Background: an optimization exercise with open tools, aiming at small area, a short achievable clock period and few clock cycles per item. Do not read the settings as production practice.
The RTL was checked by simulation tests, not by an equivalence proof against the original design.
Power figures rest on the tool's default switching activity, not on a simulated workload.

[flow/run.sh]
#!/bin/bash
# Layout flow: the standard flow (standard.sh), except that
#  - synthesis maps the logic with the ABC script in flow/abc_area.script
#    (an area-oriented mapping) instead of ORFS's; the registers and every
#    other synthesis step are the standard synthesis's;
#  - the port buffers are sky130_fd_sc_hd__buf_1 (ORFS picks a delay cell);
#  - clock tree synthesis adds no dummy loads.
# Each step's full output goes to a log file in this folder (and ORFS's own
# logs under orfs/logs).
set -euo pipefail
here=$(pwd)
rm -rf "$here/cs_scripts"
cp -r "$FLOW_HOME/scripts" "$here/cs_scripts"
cp "$here/flow/abc_area.script" "$here/cs_scripts/abc_area.script"
bash standard.sh SCRIPTS_DIR="$here/cs_scripts" ABC_AREA=1 synth > "$here/synth.log" 2>&1
bash standard.sh "BUFFER_PORTS_ARGS=-buffer_cell sky130_fd_sc_hd__buf_1" SETUP_SLACK_MARGIN=6.5 "CTS_ARGS=-sink_clustering_enable -repair_clock_nets -buf_list sky130_fd_sc_hd__clkbuf_4 -dont_use_dummy_load" finish > "$here/layout.log" 2>&1
[flow/abc_area.script]
strash
&get -n
&fraig -x
&put
scorr
dc2
strash
&get -n
&dc2
&synch2
&nf -R 1000
&put
buffer -c
topo
stime -c
upsize -c
dnsize -c
[standard.sh]
#!/bin/bash
# synth_recipe.tcl (not shown) runs the flow's synth.tcl, then flattens the netlist and writes it again
# the make line also repeats each setting of config.mk as NAME=value (left out here)
make -C /OpenROAD-flow-scripts/flow DESIGN_CONFIG=/design/flow/config.mk WORK_HOME=/design/flow/orfs CLKGATE_MAP_FILE= SYNTH_SCRIPT=/design/flow/synth_recipe.tcl "${@:-finish}"
[config.mk]
export PLATFORM = sky130hd
export DESIGN_NAME = bcu
export DESIGN_NICKNAME = bcu
export VERILOG_FILES = /design/flow/design.v
export SDC_FILE = /design/flow/constraint.sdc
export NUM_CORES = 8
export LEC_CHECK = 0
export ABC_AREA = 1
export CAP_MARGIN = 30
export CORE_MARGIN = 2
export CORE_UTILIZATION = 45
export CTS_BUF_LIST = sky130_fd_sc_hd__clkbuf_4
export SETUP_SLACK_MARGIN = 5
export SLEW_MARGIN = 20
export TNS_END_PERCENT = 0
[constraint.sdc]
create_clock -name core_clock -period 12.0 [get_ports {clk}]
set_input_delay 2.4000 -clock core_clock [delete_from_list [all_inputs] [get_ports {clk}]]
set_output_delay 2.4000 -clock core_clock [all_outputs]
set_load 0.01 [all_outputs]
[design.v]
module bcu (
    input  wire         clk,
    input  wire         rst,             
    input  wire         cmd_valid,
    output wire         cmd_ready,
    input  wire [127:0] cmd,
    output wire         rsp_valid,
    input  wire         rsp_ready,
    output wire [127:0] rsp
);
    localparam CAP = 32;
    localparam F_INVALID_ID = 4'd1, F_VALUE_RANGE = 4'd2, F_TRUNCATED = 4'd3, F_RESERVED_SIZE = 4'd4,
               F_WIDTH_RANGE = 4'd5, F_OVERFLOW = 4'd6, F_ILLEGAL = 4'd7, F_ADDR_RANGE = 4'd8;
    reg [255:0] mem;                     
    reg [5:0]   len;                     
    reg [31:0]  pos;                     
    reg [7:0]   ent_id;
    reg [2:0]   ent_size;
    reg [31:0]  ent_value;
    reg         ent_valid;               
    reg         rv;
    reg [3:0]   r_status;
    reg         r_ent;                   
    reg [2:0]   r_size;                  
    reg         r_tl;                    
    reg         r_pos;                   
    reg         r_xoff;                  
    reg [55:0]  r_x;                     
    function [5:0] width_of;
        input [2:0] c;
        case (c)
            3'd0: width_of = 6'd0;
            3'd1: width_of = 6'd1;
            3'd2: width_of = 6'd2;
            3'd3: width_of = 6'd4;
            3'd4: width_of = 6'd8;
            3'd5: width_of = 6'd16;
            default: width_of = 6'd32;
        endcase
    endfunction
    function [2:0] classify;
        input [31:0] v;
        if (v == 32'd0)              classify = 3'd0;
        else if (v[31:1] == 31'd0)   classify = 3'd1;
        else if (v[31:2] == 30'd0)   classify = 3'd2;
        else if (v[31:4] == 28'd0)   classify = 3'd3;
        else if (v[31:8] == 24'd0)   classify = 3'd4;
        else if (v[31:16] == 16'd0)  classify = 3'd5;
        else                         classify = 3'd6;
    endfunction
    function rd_ok;
        input       hi;
        input [7:0] lo;
        input [5:0] l;
        rd_ok = !hi && ({1'b0, lo[7:3]} + 6'd8 <= l);
    endfunction
    function [6:0] grown;
        input [7:0] lo;
        input [5:0] l;
        reg   [5:0] need;
        reg   [5:0] gap;
        begin
            need = {1'b0, lo[7:3]} + 6'd8;
            gap  = need - l;
            if (need <= l) grown = {1'b0, l};
            else           grown = {1'b0, l} + {1'b0, (gap + 6'd7) & 6'b111000};
        end
    endfunction
    assign rsp_valid = rv;
    wire        o_entv  = r_ent & ent_valid;
    wire [2:0]  o_size  = o_entv ? ent_size : (r_ent ? 3'd0 : r_size);
    wire [5:0]  o_tlen  = r_tl ? 6'd11 + width_of(o_size) : 6'd0;
    wire [7:0]  o_id    = o_entv ? ent_id : 8'd0;
    wire        o_valid = o_entv;
    wire [25:0] pos_hi1 = pos[31:6] + 26'd1;      
    wire [31:0] o_off   = r_pos ? pos : (r_xoff ? r_x[31:0] : 32'd0);
    wire [55:0] o_data  = r_xoff ? 56'd0 : o_entv ? {24'd0, ent_value} : r_ent ? 56'd0 : r_x;
    assign rsp = {8'd0, o_data, o_off, o_valid, 1'b0, o_tlen, 5'd0, o_size, o_id, 4'd0, r_status};
    wire [7:0]  c_op   = cmd[7:0];
    wire [15:0] c_a    = cmd[23:8];
    wire [31:0] c_off  = cmd[55:24];
    wire [7:0]  c_rsv  = cmd[63:56];
    wire [63:0] c_data = cmd[127:64];
    wire a_z = (c_a == 16'd0);
    wire o_z = (c_off == 32'd0);
    wire d_z = (c_data == 64'd0);
    wire op_cls  = (c_op == 8'h01);
    wire op_wid  = (c_op == 8'h02);
    wire op_rdf  = (c_op == 8'h03);
    wire op_wrf  = (c_op == 8'h04);
    wire op_dec  = (c_op == 8'h05);
    wire op_enc  = (c_op == 8'h06);
    wire op_setp = (c_op == 8'h07);
    wire op_gst  = (c_op == 8'h08);
    wire op_gent = (c_op == 8'h09);
    wire op_clr  = (c_op == 8'h0A);
    wire op_push = (c_op == 8'h0B);
    wire op_pad  = (c_op == 8'h0C);
    wire op_bget = (c_op == 8'h0D);
    wire legal = (c_rsv == 8'd0) && (
                 (op_cls  && a_z && o_z) ||
                 (op_wid  && o_z && d_z) ||
                 (op_rdf  && d_z) ||
                  op_wrf ||
                 (op_dec  && a_z && o_z && d_z) ||
                 (op_enc  && o_z) ||
                 (op_setp && a_z && d_z) ||
                 (op_gst  && a_z && o_z && d_z) ||
                 (op_gent && a_z && o_z && d_z) ||
                 (op_clr  && o_z && d_z) ||
                 (op_push && o_z && d_z) ||
                 (op_pad  && o_z && d_z) ||
                 (op_bget && a_z && d_z));
    wire [3:0] o4    = c_op[3:0];
    wire u_dec  = (o4 == 4'h5);
    wire u_enc  = (o4 == 4'h6);
    wire u_push = (o4 == 4'hB);
    wire u_rdf  = (o4 == 4'h3);
    wire u_wrf  = (o4 == 4'h4);
    wire u_clr  = (o4 == 4'hA);
    wire u_setp = (o4 == 4'h7);
    reg        t_p, t_l, t_o;            
    reg        t_rd;                     
    reg  [7:0] loff;                     
    reg        loff_v;                   
    reg ok_dec, ok_enc, ok_push, ok_rdf, ok_wrf;
    wire unit_ok = ~((u_dec & ~ok_dec) | (u_enc & ~ok_enc) | (u_push & ~ok_push) |
                     (u_rdf & ~ok_rdf) | (u_wrf & ~ok_wrf));
    assign cmd_ready = (~rv | rsp_ready) & (unit_ok | ~cmd_valid);
    wire   take      = cmd_valid & cmd_ready;
    always @(posedge clk) begin
        if (rst) begin
            t_p    <= 1'b1;
            t_l    <= 1'b0;
            t_o    <= 1'b0;
            t_rd   <= 1'b1;
            loff_v <= 1'b0;
            ok_dec <= 1'b1; ok_enc <= 1'b0; ok_push <= 1'b0; ok_rdf <= 1'b0; ok_wrf <= 1'b0;
        end else if (cmd_valid & ~unit_ok) begin
            t_p    <= u_dec | u_enc;
            t_l    <= u_push;
            t_o    <= u_rdf | u_wrf;
            t_rd   <= u_dec | u_rdf;
            loff_v <= u_rdf | u_wrf;
            ok_dec <= u_dec; ok_enc <= u_enc; ok_push <= u_push; ok_rdf <= u_rdf; ok_wrf <= u_wrf;
        end else if (take) begin
            if (u_clr | u_setp) begin
                t_p  <= 1'b1;
                t_l  <= 1'b0;
                t_o  <= 1'b0;
                t_rd <= u_setp;
                ok_dec <= u_setp; ok_enc <= ~u_setp; ok_push <= 1'b0;
            end
            loff_v <= 1'b0;
            ok_rdf <= 1'b0; ok_wrf <= 1'b0;
        end else if (!cmd_valid) begin
            loff_v <= 1'b0;              
            ok_rdf <= 1'b0; ok_wrf <= 1'b0;
        end
    end
    always @(posedge clk) begin
        if (cmd_valid & ~unit_ok)
            loff <= c_off[7:0];
    end
    function [3:0] rowoh;
        input [4:0] b;
        input [2:0] j;
        reg   [3:0] h;                   
        reg         c;                   
        begin
            h = 4'd1 << b[4:3];
            case (j)
                3'd0: c = |b[2:0];
                3'd1: c = b[2] | b[1];
                3'd2: c = b[2] | (b[1] & b[0]);
                3'd3: c = b[2];
                3'd4: c = b[2] & (b[1] | b[0]);
                3'd5: c = b[2] & b[1];
                3'd6: c = &b[2:0];
                default: c = 1'b0;
            endcase
            rowoh = c ? {h[2:0], h[3]} : h;
        end
    endfunction
    genvar gj;
    wire [7:0] wo   = ({8{t_p}} & pos[7:0]) | ({8{t_l}} & {len[4:0], 3'b000}) |
                      ({8{t_o}} & loff);
    wire [4:0] wb   = wo[7:3];
    wire [5:0] amt  = wo[5:0];
    wire [3:0]  roh [0:7];
    wire [63:0] bankwin;                 
    generate
        for (gj = 0; gj < 8; gj = gj + 1) begin : g_bank
            assign roh[gj] = rowoh(wb, gj);
            assign bankwin[8*gj +: 8] = ({8{roh[gj][0]}} & mem[      8*gj +: 8]) |
                                        ({8{roh[gj][1]}} & mem[ 64 + 8*gj +: 8]) |
                                        ({8{roh[gj][2]}} & mem[128 + 8*gj +: 8]) |
                                        ({8{roh[gj][3]}} & mem[192 + 8*gj +: 8]);
        end
    endgenerate
    wire [63:0] brow = c_off[4:3] == 2'd0 ? mem[ 63:  0] :
                       c_off[4:3] == 2'd1 ? mem[127: 64] :
                       c_off[4:3] == 2'd2 ? mem[191:128] : mem[255:192];
    wire [7:0]  bget_byte = brow[8*c_off[2:0] +: 8];
    wire cz16 = |c_data[31:16];
    wire cz8  = |c_data[15:8];
    wire cz4  = |c_data[7:4];
    wire cz2  = |c_data[3:2];
    wire [6:0] ec;                       
    assign ec[6] = cz16;
    assign ec[5] = ~cz16 & cz8;
    assign ec[4] = ~cz16 & ~cz8 & cz4;
    assign ec[3] = ~cz16 & ~cz8 & ~cz4 & cz2;
    assign ec[2] = ~cz16 & ~cz8 & ~cz4 & ~cz2 & c_data[1];
    assign ec[1] = ~cz16 & ~cz8 & ~cz4 & ~cz2 & ~c_data[1] & c_data[0];
    assign ec[0] = ~cz16 & ~cz8 & ~cz4 & ~cz2 & ~c_data[1] & ~c_data[0];
    wire [2:0]  enc_c  = {ec[4] | ec[5] | ec[6], ec[2] | ec[3] | ec[6], ec[1] | ec[3] | ec[5]};
    wire [5:0]  enc_w  = width_of(enc_c);
    wire [55:0] wr_val = t_o ? c_data[55:0] :
                               {c_data[55:43], c_data[31:0], enc_c, c_a[7:0]};
    wire [63:0] wr_rev;
    wire [63:0] rot_in;
    wire [63:0] wr_rot;
    generate
        for (gj = 0; gj < 64; gj = gj + 1) begin : g_rev
            if (gj < 8) assign wr_rev[gj] = 1'b0;
            else        assign wr_rev[gj] = wr_val[63 - gj];
        end
    endgenerate
    assign rot_in = t_rd ? bankwin : wr_rev;
    wire [127:0] rot_sh = {rot_in, rot_in} >> amt;
    wire [63:0]  rot    = rot_sh[63:0];
    wire [63:0]  rd_win = rot;           
    generate
        for (gj = 0; gj < 64; gj = gj + 1) begin : g_wrot
            assign wr_rot[gj] = rot[63 - gj];
        end
    endgenerate
    wire [6:0] encw_e0 = {1'b0, pos[5:0]} + 7'd11;
    wire [6:0] encw_e1 = {1'b0, pos[5:0]} + 7'd12;
    wire [6:0] encw_e2 = {1'b0, pos[5:0]} + 7'd13;
    wire [6:0] encw_e3 = {1'b0, pos[5:0]} + 7'd15;
    wire [6:0] encw_e4 = {1'b0, pos[5:0]} + 7'd19;
    wire [6:0] encw_e5 = {1'b0, pos[5:0]} + 7'd27;
    wire [6:0] encw_e6 = {1'b0, pos[5:0]} + 7'd43;
    wire [6:0] encw_end = ({7{ec[0]}} & encw_e0) | ({7{ec[1]}} & encw_e1) |
                          ({7{ec[2]}} & encw_e2) | ({7{ec[3]}} & encw_e3) |
                          ({7{ec[4]}} & encw_e4) | ({7{ec[5]}} & encw_e5) |
                          ({7{ec[6]}} & encw_e6);
    wire [6:0] wrf_end  = {1'b0, loff[5:0]} + {1'b0, c_a[5:0]};
    wire [5:0] wr_end  = ({6{t_p}} & encw_end[5:0]) |
                         ({6{t_o}} & wrf_end[5:0]) |
                         ({6{t_l}} & {len[2:0] + 3'd1, 3'b000});
    wire       wr_wrap = (t_p & encw_end[6]) | (t_o & wrf_end[6]) | (t_l & (len[2:0] == 3'd7));
    wire [7:0] a_hi = 8'd1 << amt[5:3];
    wire [7:0] a_lo = 8'd1 << amt[2:0];
    wire [7:0] e_hi = 8'd1 << wr_end[5:3];
    wire [7:0] e_lo = 8'd1 << wr_end[2:0];
    wire [63:0] wr_mask;
    genvar gq, gb;
    generate
        for (gq = 0; gq < 8; gq = gq + 1) begin : g_mq
            for (gb = 0; gb < 8; gb = gb + 1) begin : g_mb
                wire ge = (|a_hi[gq:0] & ~a_hi[gq]) | (a_hi[gq] & |a_lo[gb:0]);
                wire lt = (|e_hi[7:gq] & ~e_hi[gq]) | (e_hi[gq] & ~|e_lo[gb:0]);
                assign wr_mask[8*gq + gb] = wr_wrap ? (ge | lt) : (ge & lt);
            end
        end
    endgenerate
    wire [8:0] p8lo  = {1'b0, pos[7:0]} + 9'd8;
    wire [8:0] p11lo = {1'b0, pos[7:0]} + 9'd11;
    wire hi_p0  = (pos[31:8]   != 24'd0);
    wire hi_p1  = hi_p0 | p8lo[8];
    wire hi_p2  = hi_p0 | p11lo[8];
    wire hi_off = (c_off[31:8] != 24'd0);
    wire ok_p0  = rd_ok(hi_p0,  pos[7:0],   len);
    wire ok_p1  = rd_ok(hi_p1,  p8lo[7:0],  len);
    wire ok_p2  = rd_ok(hi_p2,  p11lo[7:0], len);
    wire ok_off = rd_ok(hi_off, loff, len);       
    wire [6:0] gl_p2  = grown(p11lo[7:0], len);
    wire [6:0] gl_off = grown(loff, len);
    wire ovf_p2  = hi_p2  || (gl_p2  > CAP);
    wire ovf_off = hi_off || (gl_off > CAP);
    wire [7:0]  d_id = rd_win[7:0];
    wire [2:0]  d_sz = rd_win[10:8];
    reg  [31:0] d_vmask;
    always @* begin
        case (d_sz)
            3'd0: d_vmask = 32'h0000_0000;
            3'd1: d_vmask = 32'h0000_0001;
            3'd2: d_vmask = 32'h0000_0003;
            3'd3: d_vmask = 32'h0000_000F;
            3'd4: d_vmask = 32'h0000_00FF;
            3'd5: d_vmask = 32'h0000_FFFF;
            default: d_vmask = 32'hFFFF_FFFF;
        endcase
    end
    wire [31:0] d_val = rd_win[42:11] & d_vmask;
    wire [63:0] a_mask = (c_a[5:0] > 6'd56) ? 64'd0 : ((64'd1 << c_a[5:0]) - 64'd1);
    wire [55:0] rdf_val = rd_win[55:0] & a_mask[55:0];
    wire        wrf_big = ((c_data & ~a_mask) != 64'd0);
    wire        a_gt56  = (c_a > 16'd56);
    wire [6:0]  dc;                      
    generate
        for (gj = 0; gj < 7; gj = gj + 1) begin : g_dc
            assign dc[gj] = (d_sz == gj);
        end
    endgenerate
    wire [6:0]  ncls    = t_rd ? dc : ec;     
    wire [6:0]  pn_lo   = ({7{ncls[0]}} & encw_e0) | ({7{ncls[1]}} & encw_e1) |
                          ({7{ncls[2]}} & encw_e2) | ({7{ncls[3]}} & encw_e3) |
                          ({7{ncls[4]}} & encw_e4) | ({7{ncls[5]}} & encw_e5) |
                          ({7{ncls[6]}} & encw_e6);
    wire [31:0] pos_new = {pn_lo[6] ? pos_hi1 : pos[31:6], pn_lo[5:0]};
    wire [6:0]  p8l     = {1'b0, pos[5:0]} + 7'd8;
    wire [6:0]  p11l    = {1'b0, pos[5:0]} + 7'd11;
    wire [31:0] pos_p8  = {p8l[6]  ? pos_hi1 : pos[31:6], p8l[5:0]};
    wire [31:0] pos_p11 = {p11l[6] ? pos_hi1 : pos[31:6], p11l[5:0]};
    reg         n_write;                 
    reg         n_clear;                 
    reg         n_len_we;
    reg [5:0]   n_len;
    reg         n_pos_we;
    reg [31:0]  n_pos;
    reg         n_ent_we;
    reg         n_ent_dec;               
    reg         n_ent_set;               
    reg [3:0]   n_status;
    reg         n_ent;
    reg [2:0]   n_size;
    reg         n_tl;
    reg         n_rpos;
    reg         n_xoff;
    reg [55:0]  n_x;
    always @* begin
        n_write   = 1'b0;
        n_clear   = 1'b0;
        n_len_we  = 1'b0;
        n_len     = len;
        n_pos_we  = 1'b0;
        n_pos     = pos_new;
        n_ent_we  = 1'b0;
        n_ent_dec = 1'b0;
        n_ent_set = 1'b0;
        n_status  = 4'd0;
        n_ent     = 1'b0;
        n_size    = 3'd0;
        n_tl      = 1'b0;
        n_rpos    = 1'b0;
        n_xoff    = 1'b0;
        n_x       = 56'd0;
        if (!legal) begin
            n_status = F_ILLEGAL;
        end else if (op_cls) begin
            if (c_data[63:32] != 32'd0)
                n_status = F_VALUE_RANGE;
            else begin
                n_size = enc_c;
                n_tl   = 1'b1;
                n_x    = {50'd0, enc_w};
            end
        end else if (op_wid) begin
            if (c_a >= 16'd7) begin
                n_status = F_RESERVED_SIZE;
                n_xoff   = 1'b1;
                n_x      = {40'd0, c_a};
            end else begin
                n_size = c_a[2:0];
                n_tl   = 1'b1;
                n_x    = {50'd0, width_of(c_a[2:0])};
            end
        end else if (op_rdf) begin
            if (a_gt56) begin
                n_status = F_WIDTH_RANGE;
                n_xoff   = 1'b1;
                n_x      = {40'd0, c_a};
            end else if (!ok_off) begin
                n_status = F_TRUNCATED;
                n_xoff   = 1'b1;
                n_x      = {24'd0, c_off};
            end else
                n_x = rdf_val;
        end else if (op_wrf) begin
            if (a_gt56) begin
                n_status = F_WIDTH_RANGE;
                n_xoff   = 1'b1;
                n_x      = {40'd0, c_a};
            end else if (wrf_big)
                n_status = F_VALUE_RANGE;
            else if (ovf_off) begin
                n_status = F_OVERFLOW;
                n_xoff   = 1'b1;
                n_x      = {24'd0, c_off};
            end else begin
                n_write  = 1'b1;
                n_len_we = 1'b1;
                n_len    = gl_off[5:0];
            end
        end else if (op_dec) begin
            if (!ok_p0) begin
                n_status = F_TRUNCATED;
                n_rpos   = 1'b1;
            end else if (d_id == 8'd0) begin
                n_ent_we = 1'b1;                 
                n_ent    = 1'b1;
                n_tl     = 1'b1;
                n_xoff   = 1'b1;
                n_x      = {24'd0, pos_p11};
            end else if (!ok_p1) begin
                n_status = F_TRUNCATED;
                n_xoff   = 1'b1;
                n_x      = {24'd0, pos_p8};
            end else if (d_sz == 3'd7) begin
                n_status = F_RESERVED_SIZE;
                n_xoff   = 1'b1;
                n_x      = {24'd0, pos_p8};
            end else if (!ok_p2) begin
                n_status = F_TRUNCATED;
                n_xoff   = 1'b1;
                n_x      = {24'd0, pos_p11};
            end else begin
                n_ent_we  = 1'b1;
                n_ent_dec = 1'b1;
                n_ent_set = 1'b1;
                n_pos_we  = 1'b1;
                n_ent     = 1'b1;
                n_tl      = 1'b1;
                n_rpos    = 1'b1;
            end
        end else if (op_enc) begin
            if (c_a == 16'd0 || c_a > 16'd255) begin
                n_status = F_INVALID_ID;
                n_xoff   = 1'b1;
                n_x      = {40'd0, c_a};
            end else if (c_data[63:32] != 32'd0)
                n_status = F_VALUE_RANGE;
            else if (ovf_p2) begin
                n_status = F_OVERFLOW;
                n_rpos   = 1'b1;
            end else begin
                n_write   = 1'b1;
                n_len_we  = 1'b1;
                n_len     = gl_p2[5:0];
                n_ent_we  = 1'b1;
                n_ent_set = 1'b1;
                n_pos_we  = 1'b1;
                n_ent     = 1'b1;
                n_tl      = 1'b1;
                n_rpos    = 1'b1;
            end
        end else if (op_setp) begin
            n_pos_we = 1'b1;
            n_pos    = c_off;
        end else if (op_gst) begin
            n_rpos = 1'b1;
            n_x    = {50'd0, len};
        end else if (op_gent) begin
            n_ent = 1'b1;
            n_tl  = 1'b1;
        end else if (op_clr) begin
            if (c_a > CAP)
                n_status = F_OVERFLOW;
            else begin
                n_clear  = 1'b1;
                n_len_we = 1'b1;
                n_len    = c_a[5:0];
                n_pos_we = 1'b1;
                n_pos    = 32'd0;
                n_ent_we = 1'b1;
            end
        end else if (op_push) begin
            if (c_a > 16'd255)
                n_status = F_VALUE_RANGE;
            else if (len == CAP)
                n_status = F_OVERFLOW;
            else begin
                n_write  = 1'b1;
                n_len_we = 1'b1;
                n_len    = len + 6'd1;
            end
        end else if (op_pad) begin
            if (c_a[15:6] != 10'd0 || ({1'b0, len} + {1'b0, c_a[5:0]}) > 7'd32)
                n_status = F_OVERFLOW;
            else begin
                n_len_we = 1'b1;
                n_len    = len + c_a[5:0];
            end
        end else begin                   
            if (c_off[31:6] != 26'd0 || c_off[5:0] >= len) begin
                n_status = F_ADDR_RANGE;
                n_xoff   = 1'b1;
                n_x      = {24'd0, c_off};
            end else
                n_x = {48'd0, bget_byte};
        end
    end
    wire w_wrf    = op_wrf  & ~a_gt56 & ~wrf_big & ~ovf_off;
    wire w_enc    = op_enc  & ~a_z & (c_a[15:8] == 8'd0) & (c_data[63:32] == 32'd0) & ~ovf_p2;
    wire w_push   = op_push & (c_a[15:8] == 8'd0) & (len != CAP);
    wire do_write = take & legal & (w_wrf | w_enc | w_push);
    wire do_clear = rst | (take & n_clear);
    wire [63:0] wr_merged = do_clear ? 64'd0 : ((wr_rot & wr_mask) | (bankwin & ~wr_mask));
    genvar gr;
    generate
        for (gr = 0; gr < 4; gr = gr + 1) begin : g_row
            for (gj = 0; gj < 8; gj = gj + 1) begin : g_col
                wire hit = do_clear | (do_write & roh[gj][gr]);
                always @(posedge clk) begin
                    if (hit)
                        mem[64*gr + 8*gj +: 8] <= wr_merged[8*gj +: 8];
                end
            end
        end
    endgenerate
    always @(posedge clk) begin
        if (rst) begin
            rv        <= 1'b0;
            len       <= 6'd8;
            pos       <= 32'd0;
            ent_valid <= 1'b0;
        end else begin
            if (take) begin
                rv <= 1'b1;
                if (n_len_we) len <= n_len;
                if (n_pos_we) pos <= n_pos;
                if (n_ent_we) ent_valid <= n_ent_set;
            end else if (rsp_ready)
                rv <= 1'b0;
        end
    end
    always @(posedge clk) begin
        if (take && n_ent_set) begin
            if (n_ent_dec) begin
                ent_id    <= d_id;
                ent_size  <= d_sz;
                ent_value <= d_val;
            end else begin
                ent_id    <= c_a[7:0];
                ent_size  <= enc_c;
                ent_value <= c_data[31:0];
            end
        end
    end
    always @(posedge clk) begin
        if (take) begin
            r_status <= n_status;
            r_ent    <= n_ent;
            r_size   <= n_size;
            r_tl     <= n_tl;
            r_pos    <= n_rpos;
            r_xoff   <= n_xoff;
            r_x      <= n_x;
        end
    end
endmodule
==> impl_metrics.py, run 1 <==
metrics = {
    "outcome": {
        "outcome": "timing/DRC/antenna clean",
    },
    "logic_synthesis": {
        "ys.flop_type": "edfxtp_1",
        "synth_top_area_cell": "edfxtp_1",
        "synth_area_um2": 34400,
        "synth_edf_count": 374,
        "syn_inst": 4028,
        "synth-seq-area-share_pct": 35.4,
        "ys_ff_latch": 422,
        "yosys-top-cells-area": "edfxtp_1, nand2_1, a21oi_1",
        "synth_cell_type_count": 107,
        "synth_top_area_share_pct": 32.6,
        "ys.warnings.count": 1,
        "synthArstFlopShare_pct": 0,
        "avgSynthCellArea_um2": 8.55,
    },
    "floorplanning": {
        "start_util_pct": 45.4,
        "core-area_um2": 75800,
        "die_w_um": 281,
        "num_rows": 101,
        "dieHeight_um": 281,
        "die-area_um2": 78700,
        "io_pins": 262,
    },
    "finish": {
        "multi_input_area_um2": 22000,
        "final_nets": 4539,
        "final_util_pct": 51.9,
        "post_route_cells_drive_above_1_share_pct": 17.3,
        "fin_area_um2": 39400,
        "n_fill_cell": 7350,
        "syn_to_final_growth_pct": 14.3,
        "seq_area_um2": 12200,
    },
    "clocking": {
        "cts_buffers": 113,
        "cts_tree": "built",
        "clock_latency_ns": 0.96,
        "clock-sinks": 422,
        "root_buffer": "clkbuf_4",
        "path_clk_slew_ns": 0.06,
        "ctsLongestPathBuffers": 3,
        "h-tree-depth": 3,
        "cts_hold_buffers": 0,
    },
    "worst_setup_path": {
        "path_class": "in2reg",
        "start_kind": "input port",
        "required_ns": 12.55,
        "crit_fanout": 12,
        "r2r_cells": 21,
        "arrival_ns": 7.77,
        "end_kind": "flop",
    },
    "route": {
        "final_antenna_net_count": 0,
        "dr.first_iter.drc_count": 5844,
        "viasPerCell": 7.13,
        "finalWirelength_um": 194000,
        "num_vias": 37800,
        "drc": 0,
        "avgRoutedWirePerCell_um": 36.6,
        "drt-pass1-iter-count": 9,
    },
    "timing": {
        "rsz0062_at_grt": "yes",
        "report.final.slew_viol_count": 0,
        "fmax_ghz": 0.138,
        "fin_skew_ns": 0.167,
        "period_minus_slack_ns": 7.23,
        "setup_viol": 0,
        "min_period_over_period_pct": 60.2,
        "final-hold-violation-count": 0,
        "finalSetupTns_ns": 0,
        "tightest_slew_ns": 1.19,
        "slew-limit-headroom_pct": 20.4,
    },
    "hold_path": {
        "worstHoldPathType": "reg2reg",
        "holdPathStages": 2,
    },
    "power": {
        "p_leak_uw": 0.0143,
        "p_sw_share_pct": 37.7,
        "p_seq_share_pct": 44.7,
        "ir_drop_mv": 0.0891,
        "p_int_uw": 2530,
        "combPwrFrac_pct": 31.4,
        "p_per_area_nw_per_um2": 103,
        "p_clk_share_pct": 23.9,
        "switchingPower_uw": 1530,
    },
    "global_route": {
        "grt_max_degree": 72,
        "grt.total_usage_pct": 48.0,
        "overflow": 0,
        "antenna_found_initial": 19,
        "grt_pass1_wl_um": 265000,
        "grt_pass1_vias": 34600,
    },
    "place": {
        "place_congestion": 1.10,
        "io_buffer_count": 243,
        "placed_cell_area_um2": 36600,
        "dp.final_hpwl_um": 148000,
    },
    "run": {
        "maxCapViolCount": 0,
    },
}
## power groups by stage
stage | Clock (µW) | Combinational, µW | Sequential, µW
detailed placement | 0 | 1120 | 1840
floorplan | 0 | 626 | 1780
CTS | 995 | 1170 | 1810
global placement | 0 | 1120 | 1840
finish | 972 | 1280 | 1810
global route | 1060 | 1300 | 1820
## layout make-up
class                           count  area share, %
Antenna cell                       13         0.0827
Sequential cell                   422           31.0
Clock buffer                      113           2.16
Multi-Input combinational cell   3242           55.8
Timing Repair Buffer              454           7.05
Tap cell                          978           3.11
Inverter                           82          0.798
## sequential cells by signal, indices dropped and copies added, names as in the netlist, 4 cells and up
signal	count
len	6
ent_id	8
loff	8
r_status	4
ent_value	32
mem	256
pos	32
r_x	56
## cells by family (layout without fill, tap and decap cells)
family	after synthesis	in the layout	synth area share, %
DFF	422	422	35.4
and+or+nand+nor	1434	1435	18.8
muxes	249	249	9.31
buffers and inverters	382	649	5.03
adders and majority gates	128	128	4.59
other	1	31	0.0109
AOI/OAI and AO/OA	1364	1364	25.5
xor gates and xnor gates	48	48	1.29
## critical path: stages
cell and delay [ns]:
buf_1 0.34, nor4_2 0.09, nand2_1 0.19, nor2_4 0.07, nand2_4 0.08, nor3_4 0.05
buf_6 0.17, buf_4 0.13, buf_4 0.14, nand2_1 0.25, a31oi_1 0.12, o21ai_0 0.81
nand3_1 0.78, nor2_1 0.67, a21oi_1 0.16, maj3_1 0.36, a211oi_1 0.93
## through the flow
stage	power (µW)	instances	hold WS, ns	setup WS, ns
after global placement	2960	5080	0.438	2.64
after detailed placement	2960	5093	0.442	2.51
after global routing	4170	5295	0.493	4.83
after CTS	3970	5260	0.450	5.13
final	4060	5304	0.453	4.77
after floorplan	2410	4045	0.423	4.91
## metal layers
layer  up-vias  GRT usage [%]  share of wire, %
li1      15700              -                 -
met1     18000           58.2                35
met2      3254           69.9                41
met3       903           14.4                13
met4        10           40.2                10
met5         -          0.313             0.034
## path summary, 6_finish.rpt
kind	startpoint	endpoint	slack, ns
worst min register to register	ok_dec	ok_dec	0.45
worst max-delay path	cmd[75]	mem[101]	4.77
worst max register to register	t_l	ent_size[0]	4.92
worst min-delay path	ok_dec	ok_dec	0.45
## cell usage in the layout (no fill, tap or decap), types with 19 or more instances in the layout
cell type	count
mux2i_1	148
xnor2_1	27
a221oi_1	40
mux2_2	36
nor2_4	21
clkbuf_4	118
a22o_1	75
o21bai_1	29
nand2_2	19
nand3_1	57
a31oi_1	59
nor2_1	427
edfxtp_1	374
a21o_1	32
buf_4	179
inv_1	78
o21ai_0	276
nand2_1	530
maj3_1	36
and3_1	24
nand2b_1	19
nor4_1	30
and2_1	43
nor3_1	68
o31ai_1	23
buf_1	212
ha_1	82
nor2b_1	65
a21oi_1	346
o21ai_1	35
o22ai_1	34
dfxtp_1	40
a22oi_1	75
mux4_2	51
o21a_1	21
o21ai_2	30
a211oi_1	72
## Yosys cell counts, types with 73 or more instances
cell and number:
a211oi_1 75, a21oi_1 354, a22o_1 75, a22oi_1 81, clkbuf_1 185, edfxtp_1 374, ha_1 83, inv_1 79
mux2i_1 159, nand2_1 538, nor2_1 451, nor3_1 73, o21ai_0 308
## repair_timing
action                     4_1_cts  5_1_grt
setup buffers                   54       23
cloned                           0        1
setup endpoints to repair      704      706
gates resized for setup        176       89
pin swaps                       41       43
Testbench counts, summed over its fixed seeds: cycles 8,118, commands 8,046.
==> inputs of run 2 (changes only) <==
--- a/design.v
+++ b/design.v
@@ -24,6 +24,7 @@
     reg [2:0]   r_size;                  
     reg         r_tl;                    
     reg         r_pos;                   
+    reg [1:0]   r_k;
     reg         r_xoff;                  
     reg [55:0]  r_x;                     
     function [5:0] width_of;
@@ -38,16 +39,6 @@
             default: width_of = 6'd32;
         endcase
     endfunction
-    function [2:0] classify;
-        input [31:0] v;
-        if (v == 32'd0)              classify = 3'd0;
-        else if (v[31:1] == 31'd0)   classify = 3'd1;
-        else if (v[31:2] == 30'd0)   classify = 3'd2;
-        else if (v[31:4] == 28'd0)   classify = 3'd3;
-        else if (v[31:8] == 24'd0)   classify = 3'd4;
-        else if (v[31:16] == 16'd0)  classify = 3'd5;
-        else                         classify = 3'd6;
-    endfunction
     function rd_ok;
         input       hi;
         input [7:0] lo;
@@ -73,7 +64,9 @@
     wire [7:0]  o_id    = o_entv ? ent_id : 8'd0;
     wire        o_valid = o_entv;
     wire [25:0] pos_hi1 = pos[31:6] + 26'd1;      
-    wire [31:0] o_off   = r_pos ? pos : (r_xoff ? r_x[31:0] : 32'd0);
+    wire [6:0]  o_plo   = {1'b0, pos[5:0]} + {3'd0, r_k[1], 1'b0, r_k[0], r_k[0]};
+    wire [31:0] o_pos   = {o_plo[6] ? pos_hi1 : pos[31:6], o_plo[5:0]};
+    wire [31:0] o_off   = r_pos ? o_pos : (r_xoff ? r_x[31:0] : 32'd0);
     wire [55:0] o_data  = r_xoff ? 56'd0 : o_entv ? {24'd0, ent_value} : r_ent ? 56'd0 : r_x;
     assign rsp = {8'd0, o_data, o_off, o_valid, 1'b0, o_tlen, 5'd0, o_size, o_id, 4'd0, r_status};
     wire [7:0]  c_op   = cmd[7:0];
@@ -123,9 +116,9 @@
     reg        t_rd;                     
     reg  [7:0] loff;                     
     reg        loff_v;                   
-    reg ok_dec, ok_enc, ok_push, ok_rdf, ok_wrf;
-    wire unit_ok = ~((u_dec & ~ok_dec) | (u_enc & ~ok_enc) | (u_push & ~ok_push) |
-                     (u_rdf & ~ok_rdf) | (u_wrf & ~ok_wrf));
+    wire [15:0] unit_okv = {4'b1111, t_l & ~t_rd, 4'b1111,
+                            t_p & ~t_rd, t_p & t_rd, t_o & ~t_rd & loff_v, t_o & t_rd & loff_v, 3'b111};
+    wire unit_ok = unit_okv[o4];
     assign cmd_ready = (~rv | rsp_ready) & (unit_ok | ~cmd_valid);
     wire   take      = cmd_valid & cmd_ready;
     always @(posedge clk) begin
@@ -135,32 +128,35 @@
             t_o    <= 1'b0;
             t_rd   <= 1'b1;
             loff_v <= 1'b0;
-            ok_dec <= 1'b1; ok_enc <= 1'b0; ok_push <= 1'b0; ok_rdf <= 1'b0; ok_wrf <= 1'b0;
         end else if (cmd_valid & ~unit_ok) begin
             t_p    <= u_dec | u_enc;
             t_l    <= u_push;
             t_o    <= u_rdf | u_wrf;
             t_rd   <= u_dec | u_rdf;
             loff_v <= u_rdf | u_wrf;
-            ok_dec <= u_dec; ok_enc <= u_enc; ok_push <= u_push; ok_rdf <= u_rdf; ok_wrf <= u_wrf;
         end else if (take) begin
             if (u_clr | u_setp) begin
                 t_p  <= 1'b1;
                 t_l  <= 1'b0;
                 t_o  <= 1'b0;
                 t_rd <= u_setp;
-                ok_dec <= u_setp; ok_enc <= ~u_setp; ok_push <= 1'b0;
             end
             loff_v <= 1'b0;
-            ok_rdf <= 1'b0; ok_wrf <= 1'b0;
-        end else if (!cmd_valid) begin
-            loff_v <= 1'b0;              
-            ok_rdf <= 1'b0; ok_wrf <= 1'b0;
         end
     end
+    reg [5:0] la;                        
+    reg       la_gt56;                   
+    reg       lhi_off;                   
+    reg       lwrf_big;                  
+    wire [63:0] in_amask = (c_a[5:0] > 6'd56) ? 64'd0 : ((64'd1 << c_a[5:0]) - 64'd1);
     always @(posedge clk) begin
-        if (cmd_valid & ~unit_ok)
-            loff <= c_off[7:0];
+        if (cmd_valid & ~unit_ok) begin
+            loff     <= c_off[7:0];
+            la       <= c_a[5:0];
+            la_gt56  <= (c_a > 16'd56);
+            lhi_off  <= (c_off[31:8] != 24'd0);
+            lwrf_big <= ((c_data & ~in_amask) != 64'd0);
+        end
     end
     function [3:0] rowoh;
         input [4:0] b;
@@ -247,7 +243,7 @@
                           ({7{ec[2]}} & encw_e2) | ({7{ec[3]}} & encw_e3) |
                           ({7{ec[4]}} & encw_e4) | ({7{ec[5]}} & encw_e5) |
                           ({7{ec[6]}} & encw_e6);
-    wire [6:0] wrf_end  = {1'b0, loff[5:0]} + {1'b0, c_a[5:0]};
+    wire [6:0] wrf_end  = {1'b0, loff[5:0]} + {1'b0, la};
     wire [5:0] wr_end  = ({6{t_p}} & encw_end[5:0]) |
                          ({6{t_o}} & wrf_end[5:0]) |
                          ({6{t_l}} & {len[2:0] + 3'd1, 3'b000});
@@ -272,7 +268,7 @@
     wire hi_p0  = (pos[31:8]   != 24'd0);
     wire hi_p1  = hi_p0 | p8lo[8];
     wire hi_p2  = hi_p0 | p11lo[8];
-    wire hi_off = (c_off[31:8] != 24'd0);
+    wire hi_off = lhi_off;                        
     wire ok_p0  = rd_ok(hi_p0,  pos[7:0],   len);
     wire ok_p1  = rd_ok(hi_p1,  p8lo[7:0],  len);
     wire ok_p2  = rd_ok(hi_p2,  p11lo[7:0], len);
@@ -296,10 +292,10 @@
         endcase
     end
     wire [31:0] d_val = rd_win[42:11] & d_vmask;
-    wire [63:0] a_mask = (c_a[5:0] > 6'd56) ? 64'd0 : ((64'd1 << c_a[5:0]) - 64'd1);
+    wire [63:0] a_mask = la_gt56 ? 64'd0 : ((64'd1 << la) - 64'd1);
     wire [55:0] rdf_val = rd_win[55:0] & a_mask[55:0];
-    wire        wrf_big = ((c_data & ~a_mask) != 64'd0);
-    wire        a_gt56  = (c_a > 16'd56);
+    wire        wrf_big = lwrf_big;
+    wire        a_gt56  = la_gt56;
     wire [6:0]  dc;                      
     generate
         for (gj = 0; gj < 7; gj = gj + 1) begin : g_dc
@@ -312,10 +308,6 @@
                           ({7{ncls[4]}} & encw_e4) | ({7{ncls[5]}} & encw_e5) |
                           ({7{ncls[6]}} & encw_e6);
     wire [31:0] pos_new = {pn_lo[6] ? pos_hi1 : pos[31:6], pn_lo[5:0]};
-    wire [6:0]  p8l     = {1'b0, pos[5:0]} + 7'd8;
-    wire [6:0]  p11l    = {1'b0, pos[5:0]} + 7'd11;
-    wire [31:0] pos_p8  = {p8l[6]  ? pos_hi1 : pos[31:6], p8l[5:0]};
-    wire [31:0] pos_p11 = {p11l[6] ? pos_hi1 : pos[31:6], p11l[5:0]};
     reg         n_write;                 
     reg         n_clear;                 
     reg         n_len_we;
@@ -330,6 +322,7 @@
     reg [2:0]   n_size;
     reg         n_tl;
     reg         n_rpos;
+    reg [1:0]   n_k;                     
     reg         n_xoff;
     reg [55:0]  n_x;
     always @* begin
@@ -347,6 +340,7 @@
         n_size    = 3'd0;
         n_tl      = 1'b0;
         n_rpos    = 1'b0;
+        n_k       = 2'b00;
         n_xoff    = 1'b0;
         n_x       = 56'd0;
         if (!legal) begin
@@ -404,20 +398,20 @@
                 n_ent_we = 1'b1;                 
                 n_ent    = 1'b1;
                 n_tl     = 1'b1;
-                n_xoff   = 1'b1;
-                n_x      = {24'd0, pos_p11};
+                n_rpos   = 1'b1;
+                n_k      = 2'b11;
             end else if (!ok_p1) begin
                 n_status = F_TRUNCATED;
-                n_xoff   = 1'b1;
-                n_x      = {24'd0, pos_p8};
+                n_rpos   = 1'b1;
+                n_k      = 2'b10;
             end else if (d_sz == 3'd7) begin
                 n_status = F_RESERVED_SIZE;
-                n_xoff   = 1'b1;
-                n_x      = {24'd0, pos_p8};
+                n_rpos   = 1'b1;
+                n_k      = 2'b10;
             end else if (!ok_p2) begin
                 n_status = F_TRUNCATED;
-                n_xoff   = 1'b1;
-                n_x      = {24'd0, pos_p11};
+                n_rpos   = 1'b1;
+                n_k      = 2'b11;
             end else begin
                 n_ent_we  = 1'b1;
                 n_ent_dec = 1'b1;
@@ -548,6 +542,7 @@
             r_size   <= n_size;
             r_tl     <= n_tl;
             r_pos    <= n_rpos;
+            r_k      <= n_k;
             r_xoff   <= n_xoff;
             r_x      <= n_x;
         end
==> flow/run.sh (replaced) <==
#!/bin/bash
# Layout flow: the standard flow (standard.sh), except that
#  - synthesis maps the logic with the ABC script in flow/abc_area.script
#    (an area-oriented mapping) instead of ORFS's; the registers and every
#    other synthesis step are the standard synthesis's;
#  - the port buffers are sky130_fd_sc_hd__buf_1 (ORFS picks a delay cell);
set -euo pipefail
here=$(pwd)
rm -rf "$here/cs_scripts"
cp -r "$FLOW_HOME/scripts" "$here/cs_scripts"
cp "$here/flow/abc_area.script" "$here/cs_scripts/abc_area.script"
bash standard.sh SCRIPTS_DIR="$here/cs_scripts" ABC_AREA=1 synth > "$here/synth.log" 2>&1
bash standard.sh "BUFFER_PORTS_ARGS=-buffer_cell sky130_fd_sc_hd__buf_1" SETUP_SLACK_MARGIN=6.5 finish > "$here/layout.log" 2>&1
--- a/config.mk
+++ b/config.mk
@@ -8,7 +8,7 @@
 export ABC_AREA = 1
 export CAP_MARGIN = 30
 export CORE_MARGIN = 2
-export CORE_UTILIZATION = 45
+export CORE_UTILIZATION = 40
 export CTS_BUF_LIST = sky130_fd_sc_hd__clkbuf_4
 export SETUP_SLACK_MARGIN = 5
 export SLEW_MARGIN = 20
==> impl_metrics.py, run 2 <==
metrics = {
    "timing": {
        "final-hold-violation-count": 0,
        "fin_skew_ns": 0.102,
        "slew-limit-headroom_pct": 23.8,
        "rsz0062_at_grt": "yes",
        "finalSetupTns_ns": 0,
        "tightest_slew_ns": 1.11,
        "period_minus_slack_ns": 6.32,
        "fmax_ghz": 0.158,
        "min_period_over_period_pct": 52.7,
        "setup_viol": 0,
        "report.final.slew_viol_count": 0,
    },
    "place": {
        "io_buffer_count": 243,
        "place_congestion": 1.09,
        "placed_cell_area_um2": 38100,
        "dp.final_hpwl_um": 146000,
    },
    "floorplanning": {
        "core-area_um2": 88600,
        "dieHeight_um": 303,
        "num_rows": 109,
        "io_pins": 262,
        "start_util_pct": 40.4,
        "die-area_um2": 92000,
        "die_w_um": 303,
    },
    "route": {
        "num_vias": 39800,
        "avgRoutedWirePerCell_um": 33.2,
        "viasPerCell": 6.75,
        "finalWirelength_um": 196000,
        "final_antenna_net_count": 0,
        "drc": 0,
        "dr.first_iter.drc_count": 6177,
        "drt-pass1-iter-count": 9,
    },
    "hold_path": {
        "min-delay-start": "rv",
        "worstHoldPathType": "reg2reg",
        "min_to": "rv",
        "holdPathStages": 2,
    },
    "worst_setup_path": {
        "slowest_stage": "o21ai_0",
        "reg2reg_slack_ns": 5.69,
        "worst-path-buf-inv": 3,
        "start_kind": "input port",
        "crit_chain": "clkbuf_2 -> nor4_2 -> nand2_1 -> nor2_4 -> buf_12 -> nand2_4 -> nor4_4 -> buf_4 -> nand2_1 -> o21ai_0 -> a22oi_2 -> nand2_1 -> nand2_1 -> nand2_1 -> nor2_1 -> maj3_1 -> a211o_1 -> a21oi_1",
        "critPathMaxStageDelay_ns": 0.61,
        "r2r_cells": 29,
        "end_kind": "flop",
        "crit_fanout": 8,
        "required_ns": 12.67,
        "rr_startpoint": "t_p",
        "worstReg2RegEnd": "ent_value[25]",
        "cp_top_family": "compound AO/OA/AOI/OAI gates",
        "cp_common_cell": "nand2_1",
        "arrival_ns": 6.99,
        "path_class": "in2reg",
    },
    "finish": {
        "final_util_pct": 48.2,
        "final_nets": 4855,
        "fin_area_um2": 42700,
        "largest_register_ffs": 256,
        "largest_register": "mem",
        "reg.largest.list": "mem (256), r_x (56)",
        "layout_common_cells": "nand2_1, nor2_1, edfxtp_1, a21oi_1, o21ai_0",
        "final_common_cell": "nand2_1",
        "post_route_cells_drive_above_1_share_pct": 18.9,
        "syn_to_final_growth_pct": 19.2,
    },
    "logic_synthesis": {
        "synth_top_area_cell": "edfxtp_1",
        "yosys-top-cells-area": "edfxtp_1, nand2_1, nor2_1",
        "ys.warnings.count": 1,
        "synthArstFlopShare_pct": 0,
        "synth_area_um2": 35800,
        "synth-seq-area-share_pct": 34.8,
        "syn_inst": 4281,
        "avgSynthCellArea_um2": 8.37,
        "ys.flop_type": "edfxtp_1",
        "synth_edf_count": 385,
        "synth_cell_type_count": 100,
        "synth_top_area_share_pct": 32.3,
        "yosysMostFrequentCell": "nand2_1",
        "ys_ff_latch": 430,
        "netlist_top_cells_count": "nand2_1, nor2_1, edfxtp_1",
    },
    "clocking": {
        "h-tree-depth": 3,
        "clock-sinks": 430,
        "cts_hold_buffers": 0,
        "cts_tree": "built",
        "cts_buffers": 116,
        "ctsLongestPathBuffers": 3,
        "root_buffer": "clkbuf_4",
        "path_clk_slew_ns": 0.06,
        "clock_latency_ns": 1.05,
    },
    "power": {
        "p_per_area_nw_per_um2": 107,
        "ir_drop_mv": 0.0867,
        "p_leak_uw": 0.0159,
    },
    "outcome": {
        "outcome": "timing/DRC/antenna clean",
    },
    "global_route": {
        "grt_pass1_vias": 36000,
        "antenna_found_initial": 20,
        "overflow": 0,
        "grt.total_usage_pct": 40.8,
        "grt_max_degree": 78,
        "grt_pass1_wl_um": 267000,
    },
    "run": {
        "maxCapViolCount": 0,
    },
}
## run 2: changes by cell type after synthesis, moves of 14 or more
| cell | before | now |
|---|---|---|
| a21o_1 | 32 | 67 |
| a21oi_1 | 354 | 380 |
| a22oi_1 | 81 | 97 |
| a31oi_1 | 66 | 52 |
| and3_1 | 26 | 40 |
| buf_1 | 34 | 51 |
| clkbuf_1 | 185 | 206 |
| nor2_1 | 451 | 521 |
| nor3_1 | 73 | 97 |
| o21ai_0 | 308 | 365 |
| xnor2_1 | 30 | 55 |
| xor2_1 | 15 | 32 |
## run 2: how the worst max path moves through the flow
stage,from,slack (ns),to,depth (start not counted)
after floorplan,cmd[83],5.55,ent_id[0],20
after global placement,cmd[82],3.28,pos[31],26
after detailed placement,cmd[80],3.22,pos[23],26
after CTS,pos[7],5.82,rsp[63],16
after global routing,pos[7],5.65,pos[21],31
final,cmd[95],5.68,mem[194],18
## run 2: cell families after synthesis
logic type / Yosys count / synth area share, %
compound gates: 1446 / 25.7
xor+xnor: 91 / 2.34
fa+ha+maj: 129 / 4.49
buf+inv: 403 / 4.75
flops: 430 / 34.8
mux: 246 / 8.86
other cells: 1 / 0.0105
simple gates: 1535 / 19.1
## run 2: metrics by stage
step,power (µW),worst slack [ns],hold WS (ns),std cells
2_1_floorplan,2490,5.55,0.480,4298
3_3_place_gp,3050,3.28,0.484,5491
3_5_place_dp,3060,3.22,0.484,5525
4_1_cts,4460,5.82,0.495,5794
5_1_grt,4700,5.65,0.534,5886
6_report,4580,5.68,0.489,5895
## run 2: worst register-to-register path, delay by kind of cell (launching register included)
family                 cells  cell delay (ns)
AND/OR/NAND/NOR           16             2.53
AO/OA/AOI/OAI              9             2.20
multiplexers               1             0.45
buffers and inverters      3             0.43
flip-flops                 1             0.38
## run 2: final cells by class
cell class | count | area (µm²)
inverter | 88 | 334
clock inverter | 45 | 294
antenna | 16 | 40.0
tap | 1165 | 1460
clock buffer | 161 | 1210
multi-input combinational | 3469 | 23400
sequential | 430 | 12500
fill | 8675 | 45900
timing repair buffer | 521 | 3450
## run 2: power breakdown
| group | switching (µW) | leakage [µW] | internal, µW |
|---|---|---|---|
| Clock | 674 | 0.000881 | 688 |
| Sequential | 102 | 0.00419 | 1760 |
| Combinational | 946 | 0.0108 | 410 |
## run 2: repair_timing
item / in CTS / in global routing
buffers inserted: 57 / 69
pin swaps: 40 / 70
gates cloned: 6 / 7
endpoints found under the setup margin: 736 / 735
resized for setup: 243 / 184
## run 2: per-layer routing
layer  GRT usage, %  wire length (µm)  up-vias
met2           60.4             82300     3361
met3           13.0             25600      855
met1           50.0             69900    18800
li1               -                 -    16700
met5              0               125        -
met4           29.5             17900       20
Testbench counts of run 2, summed over its fixed seeds: cycles 8,118, commands 8,046.
==> inputs of run 3 (changes only) <==
==> flow/abc_area.script (replaced) <==
strash
&get -n
&fraig -x
&put
scorr
dc2
strash
&get -n
&synch2
&nf -R 1000
&put
buffer -c
topo
stime -c
upsize -c
dnsize -c
==> impl_metrics.py, run 3 <==
metrics = {
    "clocking": {
        "clock-sinks": 430,
        "cts_buffers": 117,
        "root_buffer": "clkbuf_4",
        "cts_tree": "built",
        "clock_latency_ns": 1.15,
        "cts_hold_buffers": 0,
        "path_clk_slew_ns": 0.06,
        "ctsLongestPathBuffers": 3,
        "h-tree-depth": 3,
    },
    "place": {
        "io_buffer_count": 243,
        "dp.final_hpwl_um": 146000,
        "place_congestion": 1.09,
        "pre_cts_ws_ns": 3.04,
    },
    "finish": {
        "n_fill_cell": 8920,
        "multi_input_area_um2": 23300,
        "largest_register": "mem",
        "syn_to_final_growth_pct": 17.0,
        "post_route_cells_drive_above_1_share_pct": 17.0,
        "reg.largest.list": "mem (256), r_x (56)",
        "layout_common_cells": "nor2_1, nand2_1, edfxtp_1, a21oi_1, o21ai_0",
        "final_common_cell": "nor2_1",
        "largest_register_ffs": 256,
        "final_nets": 4924,
        "seq_area_um2": 12500,
    },
    "logic_synthesis": {
        "netlist_top_cells_count": "nor2_1, nand2_1, a21oi_1",
        "ys_ff_latch": 430,
        "synth_top_area_cell": "edfxtp_1",
        "synth_top_area_share_pct": 31.9,
        "synthArstFlopShare_pct": 0,
        "synth_edf_count": 385,
        "synth_cell_type_count": 100,
        "yosys-top-cells-area": "edfxtp_1, nor2_1, nand2_1",
        "ys.flop_type": "edfxtp_1",
        "avgSynthCellArea_um2": 8.23,
        "synth_area_um2": 36200,
        "yosysMostFrequentCell": "nor2_1",
        "ys.warnings.count": 1,
        "syn_inst": 4404,
        "synth-seq-area-share_pct": 34.4,
    },
    "power": {
        "p_seq_share_pct": 40.4,
        "ir_drop_mv": 0.102,
        "p_sw_share_pct": 38.6,
        "switchingPower_uw": 1780,
        "combPwrFrac_pct": 30.1,
        "p_clk_share_pct": 29.5,
        "p_int_uw": 2830,
        "p_leak_uw": 0.0157,
        "p_per_area_nw_per_um2": 109,
    },
    "floorplanning": {
        "num_rows": 110,
        "die-area_um2": 93000,
        "io_pins": 262,
        "die_w_um": 305,
        "dieHeight_um": 305,
        "start_util_pct": 40.3,
        "core-area_um2": 89900,
    },
    "timing": {
        "rsz0062_at_grt": "yes",
        "tightest_slew_ns": 1.19,
        "final-hold-violation-count": 0,
        "timing.final.ws_setup_ns": 5.43,
        "fin_skew_ns": 0.180,
        "report.final.slew_viol_count": 0,
        "slew-limit-headroom_pct": 20.9,
        "finalSetupTns_ns": 0,
        "fmax_ghz": 0.152,
        "setup_viol": 0,
        "min_period_over_period_pct": 54.8,
        "period_minus_slack_ns": 6.57,
    },
    "hold_path": {
        "holdPathStages": 2,
        "worstHoldPathType": "reg2reg",
    },
    "global_route": {
        "overflow": 0,
        "antenna_found_initial": 15,
        "grt_pass1_vias": 37100,
        "grt_max_degree": 106,
        "grt_pass1_wl_um": 272000,
        "grt.total_usage_pct": 40.6,
    },
    "route": {
        "finalWirelength_um": 196000,
        "drt-pass1-iter-count": 13,
        "num_vias": 40400,
        "viasPerCell": 6.76,
        "drc": 0,
        "final_antenna_net_count": 0,
        "dr.first_iter.drc_count": 7258,
        "avgRoutedWirePerCell_um": 32.8,
    },
    "run": {
        "maxCapViolCount": 0,
    },
    "worst_setup_path": {
        "arrival_ns": 7.24,
        "path_class": "in2reg",
        "crit_fanout": 45,
        "start_kind": "input port",
        "required_ns": 12.67,
        "r2r_cells": 32,
        "end_kind": "flop",
    },
    "outcome": {
        "outcome": "timing/DRC/antenna clean",
    },
}
-- run 3: cell type report --
class / count / area share (%)
tap: 1176 / 3.47
timing repair buffer: 486 / 7.70
inverter: 79 / 0.714
clock buffer: 159 / 2.82
sequential: 430 / 29.5
multi-input combinational: 3581 / 55.1
antenna: 12 / 0.0709
clock inverter: 54 / 0.706
-- run 3: critical path: stages --
cell	delay, ns
buf_1	0.47
nor4_2	0.15
nand2_1	0.24
nor2_4	0.06
buf_4	0.13
buf_4	0.12
buf_4	0.13
buf_4	0.13
nand2_1	0.16
o221ai_1	0.15
a311o_1	0.31
o21ai_0	0.57
and3_1	0.27
buf_4	0.46
nand2_1	0.38
nor3_1	0.28
a21oi_1	0.10
a21oi_1	0.71
-- run 3: metrics by stage --
stage / util [%] / hold slack (ns) / cells / power [µW] / cell area (µm²)
final: 47.2 / 0.502 / 5977 / 4610 / 42400
after global routing: 47.1 / 0.513 / 5973 / 4720 / 42400
after CTS: 46.5 / 0.498 / 5939 / 4510 / 41800
after detailed placement: 42.7 / 0.489 / 5639 / 3090 / 38400
after global placement: 42.4 / 0.482 / 5607 / 3090 / 38100
after floorplan: - / 0.467 / 4421 / 2510 / 36300
-- run 3: power by group through the flow --
stage	Clock, µW	Sequential, µW	Combinational [µW]
5_1_grt	1450	1860	1410
3_5_place_dp	0	1880	1210
4_1_cts	1380	1850	1280
3_3_place_gp	0	1890	1200
2_1_floorplan	0	1820	689
6_report	1360	1860	1380
-- run 3: layer usage --
| metal | GRT usage [%] | part of all wire, % | up-vias |
|---|---|---|---|
| met2 | 60.1 | 42 | 3416 |
| met4 | 30.4 | 9.1 | 4 |
| met1 | 50.6 | 36 | 19100 |
| met5 | 0 | 0.018 | - |
| met3 | 10.8 | 13 | 847 |
| li1 | - | - | 17100 |
-- run 3: worst paths after layout --
kind | from | end | slack (ns)
setup / recovery | cmd[78] | mem[248] | 5.43
hold / removal | loff_v | loff_v | 0.50
setup reg to reg | t_p | pos[20] | 5.56
hold reg to reg | loff_v | loff_v | 0.50
-- run 3: cells by family after synthesis --
group	Yosys count	share of synthesized area [%]
and+or+nand+nor	1640	20.0
other	1	0.0104
DFF	430	34.4
adders and majority gates	135	4.61
AOI/OAI and AO/OA	1467	26.0
muxes	222	7.83
xor gates and xnor gates	96	2.34
buffers and inverters	413	4.84
-- run 3: what timing repair did --
action                                  in CTS  in global routing
buffers inserted                            73                 18
cloned                                      14                  1
endpoints found under the setup margin     735                735
resized for setup                          254                 77
pin swaps                                   50                 30
==> inputs of run 4 (changes only) <==
--- a/design.v
+++ b/design.v
@@ -39,6 +39,16 @@
             default: width_of = 6'd32;
         endcase
     endfunction
+    function [2:0] classify;
+        input [31:0] v;
+        if (v == 32'd0)              classify = 3'd0;
+        else if (v[31:1] == 31'd0)   classify = 3'd1;
+        else if (v[31:2] == 30'd0)   classify = 3'd2;
+        else if (v[31:4] == 28'd0)   classify = 3'd3;
+        else if (v[31:8] == 24'd0)   classify = 3'd4;
+        else if (v[31:16] == 16'd0)  classify = 3'd5;
+        else                         classify = 3'd6;
+    endfunction
     function rd_ok;
         input       hi;
         input [7:0] lo;
@@ -116,9 +126,9 @@
     reg        t_rd;                     
     reg  [7:0] loff;                     
     reg        loff_v;                   
-    wire [15:0] unit_okv = {4'b1111, t_l & ~t_rd, 4'b1111,
-                            t_p & ~t_rd, t_p & t_rd, t_o & ~t_rd & loff_v, t_o & t_rd & loff_v, 3'b111};
-    wire unit_ok = unit_okv[o4];
+    wire unit_ok = (u_dec  & t_p & t_rd) | (u_enc & t_p & ~t_rd) | (u_push & t_l & ~t_rd) |
+                   (u_rdf  & t_o & t_rd & loff_v) | (u_wrf & t_o & ~t_rd & loff_v) |
+                   ~(u_dec | u_enc | u_push | u_rdf | u_wrf);
     assign cmd_ready = (~rv | rsp_ready) & (unit_ok | ~cmd_valid);
     wire   take      = cmd_valid & cmd_ready;
     always @(posedge clk) begin
@@ -142,6 +152,8 @@
                 t_rd <= u_setp;
             end
             loff_v <= 1'b0;
+        end else if (!cmd_valid) begin
+            loff_v <= 1'b0;              
         end
     end
     reg [5:0] la;                        
--- a/flow/abc_area.script
+++ b/flow/abc_area.script
@@ -6,6 +6,7 @@
 dc2
 strash
 &get -n
+&dc2
 &synch2
 &nf -R 1000
 &put
--- a/config.mk
+++ b/config.mk
@@ -8,7 +8,7 @@
 export ABC_AREA = 1
 export CAP_MARGIN = 30
 export CORE_MARGIN = 2
-export CORE_UTILIZATION = 40
+export CORE_UTILIZATION = 45
 export CTS_BUF_LIST = sky130_fd_sc_hd__clkbuf_4
 export SETUP_SLACK_MARGIN = 5
 export SLEW_MARGIN = 20
==> impl_metrics.py, run 4 <==
metrics = {
    "worst_setup_path": {
        "r2r_cells": 26,
        "rr_startpoint": "t_p",
        "required_ns": 12.72,
        "path_class": "in2reg",
        "critPathMaxStageDelay_ns": 0.48,
        "arrival_ns": 7.11,
        "reg2reg_slack_ns": 5.78,
        "startpoint": "cmd[80]",
        "crit_fanout": 7,
        "cp-endpoint": "mem[68]",
        "end_kind": "flop",
        "crit_chain": "clkbuf_2 -> nor4_4 -> buf_4 -> nand3_4 -> nor2_4 -> nand2_2 -> nor3_4 -> nand2_2 -> buf_4 -> a21oi_1 -> a221o_1 -> inv_1 -> o21ai_0 -> nor2_1 -> a21oi_1 -> a21oi_1 -> a31oi_2 -> o21ai_0 -> a21oi_1 -> nor2_1",
        "cp_common_cell": "a21oi_1",
        "start_kind": "input port",
        "worstReg2RegEnd": "ent_value[30]",
        "slowest_stage": "o21ai_0",
    },
    "power": {
        "p_per_area_nw_per_um2": 113,
        "p_seq_share_pct": 38.6,
        "power_uw": 4890,
        "p_int_uw": 2940,
        "p_leak_uw": 0.0160,
        "p_clk_share_pct": 27.3,
        "p_sw_share_pct": 39.7,
        "switchingPower_uw": 1940,
        "combPwrFrac_pct": 34.1,
        "ir_drop_mv": 0.0987,
    },
    "clocking": {
        "cts_tree": "built",
        "clock-sinks": 430,
        "h-tree-depth": 3,
        "cts_hold_buffers": 0,
        "path_clk_slew_ns": 0.07,
        "clock_latency_ns": 1.04,
        "cts_buffers": 113,
        "ctsLongestPathBuffers": 3,
        "root_buffer": "clkbuf_4",
    },
    "logic_synthesis": {
        "synth_top_area_share_pct": 32.2,
        "synth_compound_gate_area_share_pct": 25.6,
        "synth_top_family_by_area": "compound AO/OA/AOI/OAI gates",
        "muxShareOfSynthArea_pct": 9.08,
        "synth_edf_count": 385,
        "synthArstFlopShare_pct": 0,
        "ys.warnings.count": 1,
        "yosysMostFrequentCell": "nand2_1",
        "synth-adder-area-share_pct": 4.35,
        "yosys-top-cells-area": "edfxtp_1, nand2_1, a21oi_1",
        "ys_ff_latch": 430,
        "avgSynthCellArea_um2": 8.45,
        "yosys.area_share.simple_pct": 19.0,
        "synth_xor_area_share_pct": 2.42,
        "synth_area_um2": 35900,
        "synth-seq-area-share_pct": 34.8,
        "synth_cell_type_count": 101,
        "netlist_top_cells_count": "nand2_1, nor2_1, edfxtp_1",
        "ys.flop_type": "edfxtp_1",
        "syn_inst": 4242,
        "synth_top_area_cell": "edfxtp_1",
    },
    "timing": {
        "fmax_ghz": 0.156,
        "final-hold-violation-count": 0,
        "slew-limit-headroom_pct": 21.3,
        "setup_viol": 0,
        "rsz0062_at_grt": "yes",
        "tightest_slew_ns": 1.15,
        "period_minus_slack_ns": 6.40,
        "report.final.slew_viol_count": 0,
        "min_period_over_period_pct": 53.3,
        "finalSetupTns_ns": 0,
        "fin_skew_ns": 0.0955,
        "timing.final.ws_setup_ns": 5.60,
    },
    "global_route": {
        "overflow": 0,
        "grt_pass1_vias": 36500,
        "antenna_found_initial": 23,
        "grt_max_degree": 69,
        "grt_pass1_wl_um": 280000,
        "grt.total_usage_pct": 48.2,
    },
    "floorplanning": {
        "die_w_um": 286,
        "dieHeight_um": 286,
        "die-area_um2": 82000,
        "num_rows": 103,
        "start_util_pct": 45.4,
        "core-area_um2": 79000,
        "io_pins": 262,
    },
    "route": {
        "num_vias": 40000,
        "wl_met3_um": 26900,
        "drt-pass1-iter-count": 8,
        "viasPerCell": 6.96,
        "highest_layer": "met5",
        "avgRoutedWirePerCell_um": 35.6,
        "dr.first_iter.drc_count": 6345,
        "final_antenna_net_count": 0,
        "wl_met1_um": 73000,
        "dr_wl_met2_um": 85500,
        "drc": 0,
        "finalWirelength_um": 205000,
    },
    "finish": {
        "largest_register": "mem",
        "layout_common_cells": "nand2_1, nor2_1, edfxtp_1, a21oi_1, o21ai_0",
        "post_route_cells_drive_above_1_share_pct": 21.5,
        "reg.largest.list": "mem (256), r_x (56)",
        "syn_to_final_growth_pct": 20.3,
        "final_util_pct": 54.6,
        "final_nets": 4824,
        "final_common_cell": "nand2_1",
        "largest_register_ffs": 256,
    },
    "hold_path": {
        "worstHoldPathType": "reg2reg",
        "min-delay-start": "loff_v",
    },
    "run": {
        "maxCapViolCount": 0,
    },
    "place": {
        "place_congestion": 1.07,
        "io_buffer_count": 243,
        "dp.final_hpwl_um": 150000,
        "pre_cts_ws_ns": 3.09,
    },
    "outcome": {
        "outcome": "timing/DRC/antenna clean",
    },
}
run 4: routing by layer:
layer  vias up  track usage (%)
li1      16600                -
met1     19000             59.8
met2      3473             71.3
met3       873             14.2
met4        16             35.0
met5         -                0
run 4: critical path: cells and delay by family:
family	cells	cell delay (ns)
AO/OA/AOI/OAI	8	2.48
buffers and inverters	4	0.70
AND/OR/NAND/NOR	8	1.50
run 4: how the worst min path moves through the flow:
stage               depth (start not counted)  endpoint  slack, ns
floorplan                                   2    loff_v       0.45
global placement                            2    loff_v       0.46
detailed placement                          2    loff_v       0.47
CTS                                         2    loff_v       0.48
global route                                2    loff_v       0.50
finish                                      2    loff_v       0.48
run 4: cell type report:
class / count / area, µm²
sequential: 430 / 12500
antenna: 14 / 35.0
inverter: 81 / 310
tap: 1050 / 1310
multi-input combinational: 3441 / 23900
timing repair buffer: 528 / 3610
clock buffer: 157 / 1180
clock inverter: 48 / 305
fill: 7429 / 35900
run 4: logic make-up after synthesis:
family	after synthesis
xor gates and xnor gates	93
and+or+nand+nor	1510
other	1
muxes	254
buffers and inverters	397
adders and majority gates	124
AOI/OAI and AO/OA	1433
DFF	430
run 4: per-stage QoR:
step           hold WS [ns]  area [µm²]  cells
2_1_floorplan         0.451       36000   4259
3_3_place_gp          0.459       37800   5343
3_5_place_dp          0.468       37900   5362
4_1_cts               0.477       42100   5679
5_1_grt               0.503       43100   5736
6_report              0.478       43100   5749
run 4: power by group through the flow:
stage | clock, µW | combinational (µW) | sequential [µW]
finish | 1340 | 1660 | 1890
global route | 1420 | 1690 | 1890
CTS | 1350 | 1510 | 1880
detailed placement | 0 | 1390 | 1900
global placement | 0 | 1400 | 1910
floorplan | 0 | 782 | 1840
run 4: what timing repair did:
action,in CTS,in global routing
endpoints found under the setup margin,737,732
pin swaps,76,58
gates resized for setup,369,126
setup buffers,100,50
gates cloned,12,5
Testbench counts of run 4, summed over its fixed seeds: cycles 8,118, commands 8,046.

[re-timing with driven ports]
Ports are ideal in the flow. The routed layouts listed here were re-timed in OpenROAD.
Step 1 sets driving cells, clkbuf_16 on the clock port and buf_2 on the other inputs (assumed; they add their load-dependent delay and slew).
Step 2 adds t to the input delays and takes it off the output delays; t is the mean of the earliest and latest rising clock arrival at the registers after step 1. Input paths then give back, and output paths get back, about the clock's delay inside the block.
a / b / c = ideal ports / drivers / drivers and shift; a / b = the first two.
run	t, ns	slack for setup (ns)	pins driven straight from the clock port
run 1	0.943	4.773 / 4.806 / 3.864	1
run 2	1.071	5.680 / 5.693 / 4.659	1
run 3	1.120	5.427 / 5.462 / 4.342	1
run 4	1.060	5.603 / 5.651 / 4.590	1
After both steps setup and hold are still met in every run listed. For run 3, which loses most, drivers alone change the setup slack by +0.035 ns; drivers and shift together by -1.085 ns.
